This design comes from an exercise in tuning for small area on the open sky130 flow, not from production work. Only simulation tests tie the RTL to the original design; equivalence was not proved. Power figures rest on the tool's default switching activity, not on a simulated workload.

== v12 ==
Design brew_core, start of the top module:
module brew_core (
    input  wire        clk,
    input  wire        rst,
    output wire        rx_poll,
    input  wire        rx_valid,
    input  wire [7:0]  rx_data,
    input  wire        rx_err,
    output wire        tx_valid,
    output wire [7:0]  tx_data,
    output wire        tx_last,
    input  wire        tx_ready,
    input  wire        tx_err,
    input  wire [31:0] time_now,
    input  wire        h_sel,
    input  wire        h_we,
    input  wire [2:0]  h_idx,
    input  wire [15:0] h_wdata,
    output reg  [31:0] h_rdata,
    output wire        st_idle,
    output wire        st_running
);
Size: ~1500 cells after synthesis, ~220 flip-flops, roughly 12000 um2 of cells after synthesis.
export LEC_CHECK = 0
export CAP_MARGIN = 40
export CELL_PAD_IN_SITES_DETAIL_PLACEMENT = 1
export CELL_PAD_IN_SITES_GLOBAL_PLACEMENT = 2
export CORE_MARGIN = 2
export CORE_UTILIZATION = 40
export PLACE_DENSITY = 0.6
export SLEW_MARGIN = 40
export SYNTH_MEMORY_MAX_BITS = 4096
create_clock -name core_clock -period 20.0 [get_ports {clk}]
standard.sh (not shown) runs the stock make flow with config.mk's settings and CLKGATE_MAP_FILE= SYNTH_SCRIPT=/design/flow/synth_recipe.tcl, a recipe that flattens the netlist after the stock synthesis.
==> flow/flow/run.sh <==
#!/bin/bash
# The standard layout (standard.sh) with these changes:
#  - synthesis: an area-oriented ABC script (flow/abc_small.script) and no
#    full/half-adder cell extraction (ADDER_MAP_FILE empty); everything else
#    is synth_recipe.tcl unchanged, so the registers are the standard ones,
#  - each port gets the smallest buffer (buf_1),
#  - the clock tree uses small clock buffers and no dummy loads.
# Each tool's output is in standard.log and in the ORFS logs under orfs/logs.
set -e
F=$PWD/flow
sed "s#SYNTH_SCRIPT=[^ ]*#SYNTH_SCRIPT=$F/my_synth.tcl ADDER_MAP_FILE=#" standard.sh > my_standard.sh
export BUFFER_PORTS_ARGS="-buffer_cell sky130_fd_sc_hd__buf_1"
export CTS_ARGS="-sink_clustering_enable -repair_clock_nets -dont_use_dummy_load -buf_list {sky130_fd_sc_hd__clkbuf_4} -root_buf sky130_fd_sc_hd__clkbuf_4 -sink_clustering_size 9 -sink_clustering_max_diameter 80"
bash my_standard.sh > standard.log 2>&1
==> flow/flow/abc_small.script <==
strash
dch -f
amap
==> flow/flow/my_synth.tcl <==
# The standard synthesis (synth_recipe.tcl), with an area-oriented ABC script
set ::my_flow_dir [file dirname [file normalize [info script]]]
proc abc {args} {
  set i [lsearch -exact $args -script]
  if { $i >= 0 } {
    lset args [expr { $i + 1 }] [file join $::my_flow_dir abc_small.script]
  }
  yosys abc {*}$args
}
source [file join [file dirname $::my_flow_dir] synth_recipe.tcl]
The final layout from v12, which completed every stage, passed the timing, design-rule and antenna checks at the end of the flow.
The inputs of v27 differ from those of v12 as listed below.
Settings: CORE_UTILIZATION now 50, was 40.
==> flow/flow/run.sh <==
#!/bin/bash
# The standard layout (standard.sh) with three changes:
#  - synthesis uses an area-oriented ABC script (flow/abc_small.script);
#    everything else in synthesis is synth_recipe.tcl unchanged,
#  - each port gets the smallest buffer (buf_1),
#  - the clock tree uses small clock buffers and no dummy loads.
# Each tool's output is in standard.log and in the ORFS logs under orfs/logs.
set -e
F=$PWD/flow
sed "s#SYNTH_SCRIPT=[^ ]*#SYNTH_SCRIPT=$F/my_synth.tcl#" standard.sh > my_standard.sh
export BUFFER_PORTS_ARGS="-buffer_cell sky130_fd_sc_hd__buf_1"
export CTS_ARGS="-sink_clustering_enable -repair_clock_nets -dont_use_dummy_load -buf_list {sky130_fd_sc_hd__clkbuf_4 sky130_fd_sc_hd__clkbuf_8} -root_buf sky130_fd_sc_hd__clkbuf_8 -sink_clustering_size 16 -sink_clustering_max_diameter 80"
bash my_standard.sh > standard.log 2>&1
==> flow/flow/abc_small.script <==
strash
dch
amap
## What came out
Of v12 and v27, the run reporting the lower pin count of the biggest net entering global routing was v12.
v12 fits on a die that is larger than the die of v27.
A worst-path cell with the longest stage delay of sky130_fd_sc_hd__nor3_1 is what v12 shows, while sky130_fd_sc_hd__fa_1 belongs to v27.
Re combined buffer and inverter count along the critical path: v12 was lower than v27.
Compared to v12, v27 has share of the clock period used by the worst path 34 points higher.
diff inputs: v27 => v4
diff --git a/flow/flow/run.sh b/flow/flow/run.sh
--- a/flow/flow/run.sh
+++ b/flow/flow/run.sh
@@ -10,4 +10,4 @@
 sed "s#SYNTH_SCRIPT=[^ ]*#SYNTH_SCRIPT=$F/my_synth.tcl#" standard.sh > my_standard.sh
 export BUFFER_PORTS_ARGS="-buffer_cell sky130_fd_sc_hd__buf_1"
-export CTS_ARGS="-sink_clustering_enable -repair_clock_nets -dont_use_dummy_load -buf_list {sky130_fd_sc_hd__clkbuf_4 sky130_fd_sc_hd__clkbuf_8} -root_buf sky130_fd_sc_hd__clkbuf_8 -sink_clustering_size 16 -sink_clustering_max_diameter 80"
+export CTS_ARGS="-sink_clustering_enable -repair_clock_nets -dont_use_dummy_load -buf_list {sky130_fd_sc_hd__clkbuf_4} -root_buf sky130_fd_sc_hd__clkbuf_4 -sink_clustering_size 10 -sink_clustering_max_diameter 80"
 bash my_standard.sh > standard.log 2>&1
==> run notes <==
Relative to v27, v4 improves internal power of the cells. Comparing v27 against v4, there is no change at all in H-tree depth. Compared v27 against v4; global-route usage within noise. Highest ir drop seen on vdd in v4 is 0.00000034 V lower than in v27.
The inputs of v38 differ from those of v4 as listed below.
==> flow/flow/run.sh <==
#!/bin/bash
# The standard layout (standard.sh) with these changes:
#  - synthesis: an area-oriented ABC script (flow/abc_small.script) and no
#    full/half-adder cell extraction (ADDER_MAP_FILE empty); everything else
#    is synth_recipe.tcl unchanged, so the registers are the standard ones,
#  - each port gets the smallest buffer (buf_1),
#  - the clock tree uses small clock buffers and no dummy loads.
# Each tool's output is in standard.log and in the ORFS logs under orfs/logs.
set -e
F=$PWD/flow
sed "s#SYNTH_SCRIPT=[^ ]*#SYNTH_SCRIPT=$F/my_synth.tcl ADDER_MAP_FILE=#" standard.sh > my_standard.sh
export BUFFER_PORTS_ARGS="-buffer_cell sky130_fd_sc_hd__buf_1"
export CTS_ARGS="-sink_clustering_enable -repair_clock_nets -dont_use_dummy_load -buf_list {sky130_fd_sc_hd__clkbuf_4} -root_buf sky130_fd_sc_hd__clkbuf_4 -sink_clustering_size 9 -sink_clustering_max_diameter 80"
bash my_standard.sh > standard.log 2>&1
==> flow/flow/abc_small.script <==
strash
dch -f
amap
==> run notes <==
- Diff v4..v38 | number of buffers added on ports | unchanged
- Stage in which a tool error killed v38: 3_3_place_gp.
- Diff v38..v4 | xor/xnor share of the synthesized area | negligible
- Comparing starting density of the core for v4 and v38, the bigger number came from v4.
- v38 vs. v4: synthesized area divided by synthesized cell count dropped 2.6 um2; fraction of the yosys area taken by sequential cells climbed 2.7 points; horizontal die dimension dropped about 3%; number of instances in the synthesized netlist climbed 298.
- Re fraction of the mapped netlist area in compound gates: v38 is 16 points up on v4.
- v38 vs. v4: number of rows in the core area decreased by 1 relative to the old numbers; area of the mapped netlist dropped about 6%.
- Die height, v38 vs v4: down by a few percent

==> separate check: timing with driven ports <==
The flow's constraints put no driver on any port. The routed layouts listed below were extracted and timed again, unchanged, in two steps.
Step 1 (the two cells are an assumption about what drives the block):
set clk [get_ports {clk}]
set_driving_cell -lib_cell sky130_fd_sc_hd__clkbuf_16 $clk
set_driving_cell -lib_cell sky130_fd_sc_hd__buf_2 [delete_from_list [all_inputs] $clk]
Step 2, shift: input delay + t, output delay - t, t = (earliest + latest rising clock arrival at the registers) / 2. This alone moves slack from input paths to output paths.
Three values: no drivers, after step 1, after step 2; two values: the first two.
| run | shift t [ns] | setup WS [ns] | worst hold slack (ns) | worst register clock-pin slew, ns |
|---|---|---|---|---|
| v12 | 0.728 | 8.093 / 8.114 / 7.386 | 0.467 / 0.467 / 0.467 | 0.12 / 0.12 |
| v27 | 0.554 | 1.229 / 1.248 / 0.693 | 0.463 / 0.463 / 0.463 | 0.11 / 0.11 |
| v4 | 0.698 | 1.377 / 1.393 / 0.695 | 0.464 / 0.464 / 0.464 | 0.12 / 0.12 |
After both steps setup and hold are still met in every run listed. The setup slack of v12, which loses most, moves by +0.021 ns with the drivers and by -0.707 ns with both steps.
